From an optimization exercise on the open Yosys and OpenROAD flow, aimed at a short achievable clock period and few clock cycles; shortcuts taken in it are not production practice.
Only simulation tests tie the RTL to the original design; equivalence was not proved.
Power and IR drop assume default switching activity.

==> design.v <==
module md5_core (
    input  wire        clk,
    input  wire        rst,         
    input  wire        cmd_valid,
    input  wire [31:0] cmd_word,
    output wire        cmd_ready,
    output wire [31:0] status,
    output reg  [31:0] dout0,
    output reg  [31:0] dout1,
    output reg  [31:0] dout2,
    output reg  [31:0] dout3
);
    localparam [7:0] OP_NOP    = 8'h00;
    localparam [7:0] OP_ERRCLR = 8'h0F;
    localparam [7:0] OP_INIT   = 8'h10;
    localparam [7:0] OP_UPD    = 8'h11;
    localparam [7:0] OP_FIN    = 8'h12;
    localparam [7:0] E_OK       = 8'h00;
    localparam [7:0] E_ILLEGAL  = 8'h01;
    localparam [7:0] E_RESERVED = 8'h02;
    localparam [7:0] E_NOT_INIT = 8'h04;
    reg         md5v;
    reg  [7:0]  err;
    reg         errs;
    reg         ready;
    reg  [31:0] st_a, st_b, st_c, st_d;    
    reg  [511:0] bank0, bank1;             
    reg  [63:0] count;                     
    reg         q_init, q_upd, q_fin;
    reg  [7:0]  q_byte;
    reg  [31:0] wa, wb, wc, wd;            
    reg  [31:0] pre;                       
    reg  [31:0] ngu, ngv, npu, npv;        
    reg         pre_ok;                    
    reg  [5:0]  step;
    reg         eb;                        
    reg  [1:0]  lag;                       
    reg         fin;                       
    reg         fin_two;                   
    reg         in_len;                    
    reg  [15:0] ssel;                      
    reg         last;                      
    reg         blk_end_q;                 
    reg  [31:0] k0, k1, k2;                
    reg  [3:0]  gi0, gi1, gi2;             
    reg  [31:0] kx;                        
    reg         kx_ok;                     
    reg         s62, s63;                  
    assign cmd_ready = ready;
    assign status    = {15'd0, errs, err, 7'd0, md5v};
    wire [7:0] op = cmd_word[31:24];
    reg  [7:0] chk_err;
    always @(*) begin
        case (op)
            OP_NOP, OP_ERRCLR, OP_INIT:
                chk_err = (cmd_word[23:0] != 24'd0) ? E_RESERVED : E_OK;
            OP_UPD:
                chk_err = (cmd_word[23:8] != 16'd0) ? E_RESERVED :
                          (!md5v)                   ? E_NOT_INIT : E_OK;
            OP_FIN:
                chk_err = (cmd_word[23:0] != 24'd0) ? E_RESERVED :
                          (!md5v)                   ? E_NOT_INIT : E_OK;
            default:
                chk_err = E_ILLEGAL;
        endcase
    end
    wire accept  = cmd_valid && ready;
    wire cmd_ok  = accept && (chk_err == E_OK);
    wire do_init = cmd_ok && (op == OP_INIT);
    wire do_upd  = cmd_ok && (op == OP_UPD);
    wire do_fin  = cmd_ok && (op == OP_FIN);
    wire [5:0]  r      = count[5:0];
    wire [63:0] bitlen = {count[60:0], 3'b000};
    wire        wbank  = count[6];
    wire [511:0] fill  = wbank ? bank1 : bank0;
    reg [511:0] pad_blk;
    integer k;
    always @(*) begin
        for (k = 0; k < 64; k = k + 1) begin
            if (k < r)
                pad_blk[8*k +: 8] = fill[8*k +: 8];
            else if (k == r)
                pad_blk[8*k +: 8] = 8'h80;
            else
                pad_blk[8*k +: 8] = 8'h00;
        end
        if (r <= 6'd55)
            pad_blk[511:448] = bitlen;
    end
    function [31:0] kconst(input [5:0] i);
        case (i)
            6'd0:  kconst = 32'hD76AA478; 6'd1:  kconst = 32'hE8C7B756; 6'd2:  kconst = 32'h242070DB; 6'd3:  kconst = 32'hC1BDCEEE;
            6'd4:  kconst = 32'hF57C0FAF; 6'd5:  kconst = 32'h4787C62A; 6'd6:  kconst = 32'hA8304613; 6'd7:  kconst = 32'hFD469501;
            6'd8:  kconst = 32'h698098D8; 6'd9:  kconst = 32'h8B44F7AF; 6'd10: kconst = 32'hFFFF5BB1; 6'd11: kconst = 32'h895CD7BE;
            6'd12: kconst = 32'h6B901122; 6'd13: kconst = 32'hFD987193; 6'd14: kconst = 32'hA679438E; 6'd15: kconst = 32'h49B40821;
            6'd16: kconst = 32'hF61E2562; 6'd17: kconst = 32'hC040B340; 6'd18: kconst = 32'h265E5A51; 6'd19: kconst = 32'hE9B6C7AA;
            6'd20: kconst = 32'hD62F105D; 6'd21: kconst = 32'h02441453; 6'd22: kconst = 32'hD8A1E681; 6'd23: kconst = 32'hE7D3FBC8;
            6'd24: kconst = 32'h21E1CDE6; 6'd25: kconst = 32'hC33707D6; 6'd26: kconst = 32'hF4D50D87; 6'd27: kconst = 32'h455A14ED;
            6'd28: kconst = 32'hA9E3E905; 6'd29: kconst = 32'hFCEFA3F8; 6'd30: kconst = 32'h676F02D9; 6'd31: kconst = 32'h8D2A4C8A;
            6'd32: kconst = 32'hFFFA3942; 6'd33: kconst = 32'h8771F681; 6'd34: kconst = 32'h6D9D6122; 6'd35: kconst = 32'hFDE5380C;
            6'd36: kconst = 32'hA4BEEA44; 6'd37: kconst = 32'h4BDECFA9; 6'd38: kconst = 32'hF6BB4B60; 6'd39: kconst = 32'hBEBFBC70;
            6'd40: kconst = 32'h289B7EC6; 6'd41: kconst = 32'hEAA127FA; 6'd42: kconst = 32'hD4EF3085; 6'd43: kconst = 32'h04881D05;
            6'd44: kconst = 32'hD9D4D039; 6'd45: kconst = 32'hE6DB99E5; 6'd46: kconst = 32'h1FA27CF8; 6'd47: kconst = 32'hC4AC5665;
            6'd48: kconst = 32'hF4292244; 6'd49: kconst = 32'h432AFF97; 6'd50: kconst = 32'hAB9423A7; 6'd51: kconst = 32'hFC93A039;
            6'd52: kconst = 32'h655B59C3; 6'd53: kconst = 32'h8F0CCC92; 6'd54: kconst = 32'hFFEFF47D; 6'd55: kconst = 32'h85845DD1;
            6'd56: kconst = 32'h6FA87E4F; 6'd57: kconst = 32'hFE2CE6E0; 6'd58: kconst = 32'hA3014314; 6'd59: kconst = 32'h4E0811A1;
            6'd60: kconst = 32'hF7537E82; 6'd61: kconst = 32'hBD3AF235; 6'd62: kconst = 32'h2AD7D2BB; default: kconst = 32'hEB86D391;
        endcase
    endfunction
    function [3:0] gidx(input [5:0] i);
        case (i[5:4])
            2'd0:    gidx = i[3:0];
            2'd1:    gidx = i[3:0] * 4'd5 + 4'd1;
            2'd2:    gidx = i[3:0] * 4'd3 + 4'd5;
            default: gidx = i[3:0] * 4'd7;
        endcase
    endfunction
    function [4:0] shamt(input [3:0] i);    
        case (i)
            4'h0: shamt = 5'd7;   4'h1: shamt = 5'd12;  4'h2: shamt = 5'd17;  4'h3: shamt = 5'd22;
            4'h4: shamt = 5'd5;   4'h5: shamt = 5'd9;   4'h6: shamt = 5'd14;  4'h7: shamt = 5'd20;
            4'h8: shamt = 5'd4;   4'h9: shamt = 5'd11;  4'hA: shamt = 5'd16;  4'hB: shamt = 5'd23;
            4'hC: shamt = 5'd6;   4'hD: shamt = 5'd10;  4'hE: shamt = 5'd15;  default: shamt = 5'd21;
        endcase
    endfunction
    function [31:0] rotl(input [31:0] x, input [4:0] n);
        rotl = (x << n) | (x >> (6'd32 - {1'b0, n}));
    endfunction
    function [31:0] addgp(input [31:0] g0, input [31:0] p0);
        reg [31:0] gg, pp;
        integer i, d;
        begin
            gg = g0;
            pp = p0;
            for (d = 1; d < 32; d = d * 2)
                for (i = 31; i >= d; i = i - 1) begin
                    gg[i] = gg[i] | (pp[i] & gg[i-d]);
                    pp[i] = pp[i] & pp[i-d];
                end
            addgp = p0 ^ {gg[30:0], 1'b0};
        end
    endfunction
    function [31:0] add32(input [31:0] x, input [31:0] y);
        reg [31:0] gg, pp;
        integer i, d;
        begin
            gg = x & y;
            pp = x ^ y;
            for (d = 1; d < 32; d = d * 2)
                for (i = 31; i >= d; i = i - 1) begin
                    gg[i] = gg[i] | (pp[i] & gg[i-d]);
                    pp[i] = pp[i] & pp[i-d];
                end
            add32 = x ^ y ^ {gg[30:0], 1'b0};
        end
    endfunction
    function [31:0] add3(input [31:0] w, input [31:0] x, input [31:0] y);
        reg [31:0] s1, c1;
        begin
            s1 = w ^ x ^ y;
            c1 = {(w[30:0] & x[30:0]) | (w[30:0] & y[30:0]) | (x[30:0] & y[30:0]), 1'b0};
            add3 = add32(s1, c1);
        end
    endfunction
    function [31:0] add4(input [31:0] w, input [31:0] x, input [31:0] y, input [31:0] z);
        reg [31:0] s1, c1, s2, c2;
        begin
            s1 = w ^ x ^ y;
            c1 = {(w[30:0] & x[30:0]) | (w[30:0] & y[30:0]) | (x[30:0] & y[30:0]), 1'b0};
            s2 = s1 ^ c1 ^ z;
            c2 = {(s1[30:0] & c1[30:0]) | (s1[30:0] & z[30:0]) | (c1[30:0] & z[30:0]), 1'b0};
            add4 = add32(s2, c2);
        end
    endfunction
    function [3:0] rsel_of(input [5:0] i);
        rsel_of = 4'b0001 << i[5:4];
    endfunction
    function [15:0] ssel_of(input [5:0] i);
        ssel_of = 16'd1 << {i[5:4], i[1:0]};
    endfunction
    function [63:0] fuv(input [5:0] i, input [31:0] c, input [31:0] d);
        case (i[5:4])
            2'd0:    fuv = {c, d};
            2'd1:    fuv = {c | d, c & ~d};
            2'd2:    fuv = {~(c ^ d), c ^ d};
            default: fuv = {~c, ~(c ^ d)};
        endcase
    endfunction
    wire full_blk = (lag != 2'd0) || fin;    
    wire run      = pre_ok;                  
    wire [5:0] nstep  = step + 6'd1;
    wire [5:0] nstep2 = step + 6'd2;
    wire nxt_len   = (lag == 2'd0) && fin_two && !in_len;
    wire nxt_avail = (lag == 2'd2) || (lag == 2'd1 && (fin || count[5:2] != 4'd0)) || nxt_len;
    wire done      = run && last && (lag == 2'd0) && !nxt_len;
    wire blk_end   = run && last;
    wire [31:0]  pa    = run ? wd : wa;
    wire [31:0]  pa2   = blk_end ? st_a : 32'd0;
    wire [31:0]  pre_s = pa ^ pa2 ^ kx;
    wire [31:0]  pre_c = {(pa[30:0] & pa2[30:0]) | (pa[30:0] & kx[30:0]) | (pa2[30:0] & kx[30:0]), 1'b0};
    wire [31:0]  pre_n;
    ks_add u_pre (.x(pre_s), .y(pre_c), .s(pre_n));
    wire         ok_n  = kx_ok && !done && md5v;
    wire [5:0]   step_n = run ? nstep : step;
    wire         dec   = blk_end && (lag != 2'd0);
    wire [1:0]   lag_c = lag - {1'b0, dec};
    wire         eb_c  = dec ? ~eb : eb;
    wire         len_c = blk_end ? nxt_len : in_len;
    wire [1:0]   tsel  = {1'b0, run} + {1'b0, ok_n};
    wire         nb1   = s63;
    wire         nb2   = s62 || s63;
    wire [31:0]  x00 = bank0[32*gi0 +: 32], x01 = bank0[32*gi1 +: 32], x02 = bank0[32*gi2 +: 32];
    wire [31:0]  x10 = bank1[32*gi0 +: 32], x11 = bank1[32*gi1 +: 32], x12 = bank1[32*gi2 +: 32];
    wire [31:0]  kx0_n, kx1_n, kx2_n;
    ks_add u_kx0 (.x(k0), .y(xword(in_len, eb, gi0, x00, x10)), .s(kx0_n));
    ks_add u_kx1 (.x(k1), .y(nb1 ? xword(nxt_len, ~eb, gi1, x01, x11) : xword(in_len, eb, gi1, x01, x11)), .s(kx1_n));
    ks_add u_kx2 (.x(k2), .y(nb2 ? xword(nxt_len, ~eb, gi2, x02, x12) : xword(in_len, eb, gi2, x02, x12)), .s(kx2_n));
    wire         av0 = avail_cur(gi0);
    wire         av1 = nb1 ? avail_nxt(gi1) : avail_cur(gi1);
    wire         av2 = nb2 ? avail_nxt(gi2) : avail_cur(gi2);
    wire [31:0]  kx_n   = tsel == 2'd2 ? kx2_n : tsel == 2'd1 ? kx1_n : kx0_n;
    wire         tavail = tsel == 2'd2 ? av2   : tsel == 2'd1 ? av1   : av0;
    function [31:0] xword(input len, input bank, input [3:0] w, input [31:0] x0, input [31:0] x1);
        xword = len ? (w == 4'd14 ? bitlen[31:0] : w == 4'd15 ? bitlen[63:32] : 32'd0)
                    : (bank ? x1 : x0);
    endfunction
    function avail_cur(input [3:0] w);
        avail_cur = in_len || lag != 2'd0 || fin || (w < count[5:2]);
    endfunction
    function avail_nxt(input [3:0] w);
        avail_nxt = (lag == 2'd2) || (lag == 2'd1 && (fin || w < count[5:2])) || nxt_len;
    endfunction
    wire [31:0] sum_a = st_a + wd;
    wire [31:0] sum_c = st_c + wb;
    wire [31:0] sum_d = st_d + wc;
    wire [31:0] c_n  = run ? (last ? sum_c : wb) : wc;
    wire [31:0] d_n  = run ? (last ? sum_d : wc) : wd;
    wire [63:0] uv_n = fuv(step_n, c_n, d_n);
    wire [31:0] t;                           
    wire [31:0] rot;
    ks_step u_t (.b(wb), .ngu(ngu), .ngv(ngv), .npu(npu), .npv(npv), .s(t));
    rot16 u_rot (.t(t), .ssel(ssel), .rot(rot));
    wire [31:0] stb_wb;
    ks_add u_stb (.x(st_b), .y(wb), .s(stb_wb));
    wire [31:0] bsel = last ? stb_wb : wb;
    wire [31:0] nb;
    ks_add u_nb (.x(bsel), .y(rot), .s(nb));
    always @(posedge clk)
        wb <= q_init ? 32'hEFCDAB89 : nb;
    always @(posedge clk) begin
        if (rst) begin
            ready   <= 1'b1;
            md5v    <= 1'b0;
            err     <= E_OK;
            errs    <= 1'b0;
            dout0   <= 32'd0;
            dout1   <= 32'd0;
            dout2   <= 32'd0;
            dout3   <= 32'd0;
            q_init  <= 1'b0;
            q_upd   <= 1'b0;
            q_fin   <= 1'b0;
            fin     <= 1'b0;
            fin_two <= 1'b0;
            in_len  <= 1'b0;
            pre_ok  <= 1'b0;
            step    <= 6'd0;
            s62     <= 1'b0;
            s63     <= 1'b0;
            ssel    <= 16'd0;
            last    <= 1'b0;
            blk_end_q <= 1'b0;
            k0      <= kconst(6'd0);
            k1      <= kconst(6'd1);
            k2      <= kconst(6'd2);
            gi0     <= gidx(6'd0);
            gi1     <= gidx(6'd1);
            gi2     <= gidx(6'd2);
            kx_ok   <= 1'b0;
            lag     <= 2'd0;
            eb      <= 1'b0;
        end else begin
            if (accept) begin
                err <= chk_err;
                if (chk_err != E_OK)
                    errs <= 1'b1;
                else if (op == OP_ERRCLR)
                    errs <= 1'b0;
            end
            if (do_init)
                md5v <= 1'b1;
            q_init <= do_init;
            q_upd  <= do_upd;
            q_fin  <= do_fin;
            q_byte <= cmd_word[7:0];
            if (q_upd) begin
                if (wbank) bank1[8*r +: 8] <= q_byte;
                else       bank0[8*r +: 8] <= q_byte;
                count <= count + 64'd1;
            end
            if (q_fin) begin
                if (wbank) bank1 <= pad_blk;
                else       bank0 <= pad_blk;
                fin     <= 1'b1;
                fin_two <= (r > 6'd55);
            end
            if (q_init) begin
                count  <= 64'd0;
                st_a <= 32'h67452301; st_b <= 32'hEFCDAB89; st_c <= 32'h98BADCFE; st_d <= 32'h10325476;
                wa   <= 32'h67452301; wc   <= 32'h98BADCFE; wd   <= 32'h10325476;
                step   <= 6'd0;
                s62    <= 1'b0;
                s63    <= 1'b0;
                ssel   <= 16'd0;
                last   <= 1'b0;
                k0     <= kconst(6'd0);
                k1     <= kconst(6'd1);
                k2     <= kconst(6'd2);
                gi0    <= gidx(6'd0);
                gi1    <= gidx(6'd1);
                gi2    <= gidx(6'd2);
                kx_ok  <= 1'b0;
                pre_ok <= 1'b0;
                lag    <= 2'd0;
                eb     <= 1'b0;
                in_len <= 1'b0;
                blk_end_q <= 1'b0;
            end else begin
                blk_end_q <= blk_end;
                pre    <= pre_n;
                ngu    <= ~(pre_n & uv_n[63:32]);
                ngv    <= ~(pre_n & uv_n[31:0]);
                npu    <= ~(pre_n ^ uv_n[63:32]);
                npv    <= ~(pre_n ^ uv_n[31:0]);
                pre_ok <= ok_n;
                ssel   <= ok_n ? ssel_of(step_n) : 16'd0;
                last   <= ok_n && (step_n == 6'd63);
                kx     <= kx_n;
                kx_ok  <= tavail && md5v && !done;
                lag    <= lag + ((q_upd && r == 6'd63) ? 2'd1 : 2'd0)
                              - ((blk_end && lag != 2'd0) ? 2'd1 : 2'd0);
                if (run) begin
                    step  <= nstep;
                    s62   <= (nstep == 6'd62);
                    s63   <= (nstep == 6'd63);
                    k0    <= k1;
                    k1    <= k2;
                    k2    <= kconst(step + 6'd3);
                    gi0   <= gi1;
                    gi1   <= gi2;
                    gi2   <= gidx(step + 6'd3);
                    if (last) begin
                        wa <= sum_a; wc <= sum_c; wd <= sum_d;
                        st_a <= sum_a; st_c <= sum_c; st_d <= sum_d;
                        if (lag != 2'd0) eb <= ~eb;
                        else if (nxt_len) in_len <= 1'b1;
                    end else begin
                        wa <= wd; wc <= wb; wd <= wc;
                    end
                end
                if (blk_end_q) st_b <= wb;
                if (done) begin
                    dout0  <= sum_a;
                    dout1  <= nb;
                    dout2  <= sum_c;
                    dout3  <= sum_d;
                    md5v   <= 1'b0;
                    fin    <= 1'b0;
                    in_len <= 1'b0;
                end
            end
            if (done)
                ready <= 1'b1;
            else if (do_fin || q_fin || fin)
                ready <= 1'b0;
            else
                ready <= !(lag == 2'd1 && r[5:1] == 5'd31) && lag != 2'd2;
        end
    end
endmodule
module ks_pg (input [31:0] x, input [31:0] y, output [31:0] g, output [31:0] p);
    assign g = x & y;
    assign p = x | y;
endmodule
module ks_xor (input [31:0] x, input [31:0] y, output [31:0] h);
    assign h = x ^ y;
endmodule
module ks_l1 (input [31:0] g, input [31:0] p, output [31:0] ng, output [31:0] np);
    assign ng = ~(g | (p & {g[30:0], 1'b0}));
    assign np = ~(p & {p[30:0], 1'b1});
endmodule
module ks_l2 (input [31:0] ng, input [31:0] np, output [31:0] g, output [31:0] p);
    assign g = ~(ng & (np | {ng[29:0], 2'b11}));
    assign p = ~(np | {np[29:0], 2'b00});
endmodule
module ks_l4 (input [31:0] g, input [31:0] p, output [31:0] ng, output [31:0] np);
    assign ng = ~(g | (p & {g[27:0], 4'b0}));
    assign np = ~(p & {p[27:0], 4'hF});
endmodule
module ks_l8 (input [31:0] ng, input [31:0] np, output [31:0] g, output [31:0] p);
    assign g = ~(ng & (np | {ng[23:0], 8'hFF}));
    assign p = ~(np | {np[23:0], 8'h00});
endmodule
module ks_l16 (input [31:0] g, input [31:0] p, output [31:0] ng);
    assign ng = ~(g | (p & {g[15:0], 16'b0}));
endmodule
module ks_sum (input [31:0] h, input [31:0] ng, output [31:0] s);
    assign s = h ^ {~ng[30:0], 1'b0};
endmodule
module ks_tree (input [31:0] g0, input [31:0] p0, output [31:0] ng);
    wire [31:0] g1n, p1n, g2, p2, g3n, p3n, g4, p4;
    ks_l1  u1 (.g(g0),   .p(p0),   .ng(g1n), .np(p1n));
    ks_l2  u2 (.ng(g1n), .np(p1n), .g(g2),   .p(p2));
    ks_l4  u3 (.g(g2),   .p(p2),   .ng(g3n), .np(p3n));
    ks_l8  u4 (.ng(g3n), .np(p3n), .g(g4),   .p(p4));
    ks_l16 u5 (.g(g4),   .p(p4),   .ng(ng));
endmodule
module ks_add (input [31:0] x, input [31:0] y, output [31:0] s);
    wire [31:0] g, p, h, ng;
    ks_pg   u_pg (.x(x), .y(y), .g(g), .p(p));
    ks_xor  u_h  (.x(x), .y(y), .h(h));
    ks_tree u_c  (.g0(g), .p0(p), .ng(ng));
    ks_sum  u_s  (.h(h), .ng(ng), .s(s));
endmodule
module ks_sel (input [31:0] b, input [31:0] ngu, input [31:0] ngv, input [31:0] npu, input [31:0] npv,
               output [31:0] g, output [31:0] p);
    assign g = ~((b & ngu) | (~b & ngv));
    assign p = ~((b & npu) | (~b & npv));
endmodule
module ks_step (input [31:0] b, input [31:0] ngu, input [31:0] ngv, input [31:0] npu, input [31:0] npv,
                output [31:0] s);
    wire [31:0] g, p, ng;
    ks_sel  u_sel (.b(b), .ngu(ngu), .ngv(ngv), .npu(npu), .npv(npv), .g(g), .p(p));
    ks_tree u_c   (.g0(g), .p0(p), .ng(ng));
    ks_sum  u_s   (.h(p), .ng(ng), .s(s));
endmodule
module rot16 (input [31:0] t, input [15:0] ssel, output reg [31:0] rot);
    function [4:0] shamt(input [3:0] i);
        case (i)
            4'h0: shamt = 5'd7;   4'h1: shamt = 5'd12;  4'h2: shamt = 5'd17;  4'h3: shamt = 5'd22;
            4'h4: shamt = 5'd5;   4'h5: shamt = 5'd9;   4'h6: shamt = 5'd14;  4'h7: shamt = 5'd20;
            4'h8: shamt = 5'd4;   4'h9: shamt = 5'd11;  4'hA: shamt = 5'd16;  4'hB: shamt = 5'd23;
            4'hC: shamt = 5'd6;   4'hD: shamt = 5'd10;  4'hE: shamt = 5'd15;  default: shamt = 5'd21;
        endcase
    endfunction
    function [31:0] rotl(input [31:0] x, input [4:0] n);
        rotl = (x << n) | (x >> (6'd32 - {1'b0, n}));
    endfunction
    integer q;
    always @(*) begin
        rot = 32'd0;
        for (q = 0; q < 16; q = q + 1)
            rot = rot | ({32{ssel[q]}} & rotl(t, shamt(q)));
    end
endmodule
==> flow/run.sh <==
#!/bin/bash
set -euo pipefail
bash standard.sh SETUP_SLACK_MARGIN=8 finish > standard_finish.log 2>&1
==> standard.sh <==
#!/bin/bash
# synth_recipe.tcl (not shown) runs the flow's synth.tcl, then flattens the netlist and writes it again
# the make line also repeats each setting of config.mk as NAME=value (left out here)
make -C /OpenROAD-flow-scripts/flow DESIGN_CONFIG=/design/flow/config.mk WORK_HOME=/design/flow/orfs CLKGATE_MAP_FILE= SYNTH_SCRIPT=/design/flow/synth_recipe.tcl "${@:-finish}"
==> config.mk <==
export PLATFORM = sky130hd
export DESIGN_NAME = md5_core
export DESIGN_NICKNAME = md5_core
export VERILOG_FILES = /design/flow/design.v
export SDC_FILE = /design/flow/constraint.sdc
export NUM_CORES = 4
export LEC_CHECK = 0
export CAP_MARGIN = 20
export CORE_MARGIN = 2
export CORE_UTILIZATION = 40
export SETUP_SLACK_MARGIN = 5
export SLEW_MARGIN = 20
export SYNTH_HIERARCHICAL = 1
export SYNTH_MINIMUM_KEEP_SIZE = 0
==> constraint.sdc <==
create_clock -name core_clock -period 12.0 [get_ports {clk}]
set_input_delay 2.4000 -clock core_clock [delete_from_list [all_inputs] [get_ports {clk}]]
set_output_delay 2.4000 -clock core_clock [all_outputs]
set_load 0.01 [all_outputs]
==> results.json <==
{
  "status": "complete, no violations",
  "rsz0062_at_grt": "yes",
  "dr.pass1.iters": 11,
  "drc": 0,
  "dpl.hpwl_um": 464000,
  "via_per_inst": 6.83,
  "reg_top3": "bank0 (428), bank1 (428), count (61)",
  "fp.dieW_um": 608,
  "r2r_start": "eb",
  "wl_um": 699000,
  "worst_pin_slew_ps": 1370,
  "hold_violations": 0,
  "combinationalPowerShare_pct": 15.2,
  "peakVddDrop_uv": 125,
  "gr-total-overflow": 0,
  "portBuffers": 168,
  "hold_buffers": 0,
  "hold_depth": 2,
  "end_kind": "flip-flop",
  "power_density_nw_per_um2": 96.1,
  "p_leak_nw": 63.2,
  "start_kind": "flip-flop",
  "ant_nets": 0,
  "drive_above_1_share_pct": 26.2,
  "cts_buffer_depth": 4,
  "nNetsFinal": 15959,
  "internal_power_mw": 12.0,
  "utilization_pct": 48.5,
  "critPathKind": "reg -> reg",
  "place_congestion": 1.01,
  "synth_area_um2": 146000,
  "grt_pass1_vias": 127463,
  "fin_skew_ps": 153,
  "pwr-share-seq_pct": 42.5,
  "period_minus_slack_ps": 4770,
  "cts_root_buf": "clkbuf_16",
  "hold_slack_ps": 447,
  "grt_first_pass_wirelength_um": 967000,
  "p_total_mw": 16.9,
  "routedWlPerCell_um": 33.9,
  "p_sw_share_pct": 29.1,
  "worstPathArrival_ps": 5380,
  "reg2reg_to": "kx[28]",
  "cts_tree": "built",
  "cts.sinks": 1786,
  "initial_core_util_pct": 40.2,
  "period_share_pct": 39.7,
  "ff2ff_setup_slack_ps": 7230,
  "synthCells": 15392,
  "numCtsBuffers": 218,
  "relSlewSlack_pct": 8.64,
  "r2r_cells": 16,
  "cap_violations": 0,
  "io_pins": 196,
  "cts_max_level": 4,
  "core_area_um2": 363000,
  "clkPwrFrac_pct": 42.3,
  "areaGrowthSynthToFinish_pct": 20.5,
  "crit_fanout": 44,
  "finalSetupTns_ps": 0,
  "whs_endpoint": "dout2[8]",
  "grt_usage_pct": 35.8,
  "num_rows": 221,
  "syn_area_per_cell_um2": 9.49,
  "setup_viol": 0,
  "grt_antenna_before_repair": 32,
  "switching_power_mw": 4.93,
  "hp-class": "reg -> reg",
  "path_clk_slew_ps": 60,
  "grt_max_degree": 162,
  "yosys_warnings": 8,
  "drt-initial-drc-count": 24582,
  "vias": 140820,
  "die_area_um2": 370000,
  "die_h_um": 608,
  "worstPathRequired_ps": 12610,
  "drv_slew": 0,
  "fmax_mhz": 210,
  "hold_start": "dout2[8]",
  "clock_latency_ps": 1020
}
[worst max path at each step]
stage / startpoint / end / slack (ps) / depth (start not counted)
finish: eb / kx[28] / 7230 / 16
global route: gi1[0] / kx[20] / 7260 / 17
CTS: gi1[0] / kx[27] / 7400 / 18
detailed placement: gi2[0] / kx[30] / 5820 / 16
global placement: gi2[0] / kx[21] / 5730 / 16
floorplan: rst / bank0[0] / -4980 / 2
[worst max-delay path, stage by stage, from the launching register on]
cell	delay (ps)
dfxtp_4	360
buf_12	250
buf_16	340
mux4_2	680
o22ai_1	150
a211oi_1	100
nor3_1	530
a21oi_1	280
or2_1	370
a21oi_1	250
o21ai_1	140
a21oi_1	180
o21ai_1	100
a21oi_2	130
xnor2_1	120
mux2i_1	230
o21ai_0	110
[power by group through the flow]
stage	logic, mW	registers (mW)	clock network (mW)
finish	2.57	7.19	7.15
floorplan	1.32	7.26	0
detailed placement	1.94	7.28	0
CTS	2.30	7.17	7.13
global placement	1.93	7.28	0
global route	2.67	7.20	7.35
[layout make-up]
cell class,count,area [µm²]
Multi-Input combinational cell,11873,96500
Fill cell,33248,187000
Inverter,573,2260
Antenna cell,25,62.6
Sequential cell,1786,50700
Clock inverter,120,1330
Timing Repair inverter,1,5.00
Tap cell,4794,6000
Clock buffer,280,6070
Timing Repair Buffer,1174,13200
[stage by stage]
step	worst slack, ps	cell area [µm²]	cells
final	7230	176000	20626
after global routing	7260	176000	20602
after CTS	7400	171000	20378
after detailed placement	5820	152000	19547
after global placement	5730	152000	19546
after floorplan	-4980	146000	15420
[cells in the final DEF, fill, tap and decap left out, drive strengths merged, types with 278 or more instances in the layout]
master  instances
buf           971
mux2i        1319
nand2        2086
o21ai        1598
dfxtp         311
or2           278
mux4          833
nor2         1169
xnor2         339
edfxtp       1475
a21oi        1162
o22ai         280
inv           574
clkbuf        300
[metal layers]
layer	vias to the layer above	routed length [µm]	global-route usage (%)
met5	-	729	0.181
met4	44	47600	18.7
met3	2558	111000	14.5
met2	11665	284000	50.3
met1	68747	256000	46.8
li1	57806	-	-
[timing repair]
action	CTS	global route
pin swaps	301	325
gates cloned	59	21
setup buffers	372	202
endpoints found under the setup margin	2296	1337
resized for setup	1525	718
endpoints found under the hold margin	0	0
Testbench counts, summed over its fixed seeds: cycles 38,716.

-- re-timing with driven ports --
In the flow no input, the clock included, has a driving cell. The finished layout below was timed again as built, in two steps.
Step 1 assumes that a clkbuf_16 drives the clock port and a buf_2 every other input.
Step 2 moves the port delays by t, midway between the first and last clock arrival at a register: inputs arrive t later, outputs are due t later. That takes back most of the time a late clock gives input paths.
Slacks: ideal / step 1 / step 2; pairs: ideal / step 1.
shift t [ns]: 1.052
slack for setup (ns): 7.232 / 7.232 / 6.895
worst setup path at the end: input to register
worst register clock-pin slew, ns: 0.07 / 0.07
worst slew at a driven data input, ns: 0.06
After both steps setup and hold are still met in this run. For this run, drivers alone change the setup slack by 0.000 ns; drivers and shift together by -0.337 ns.
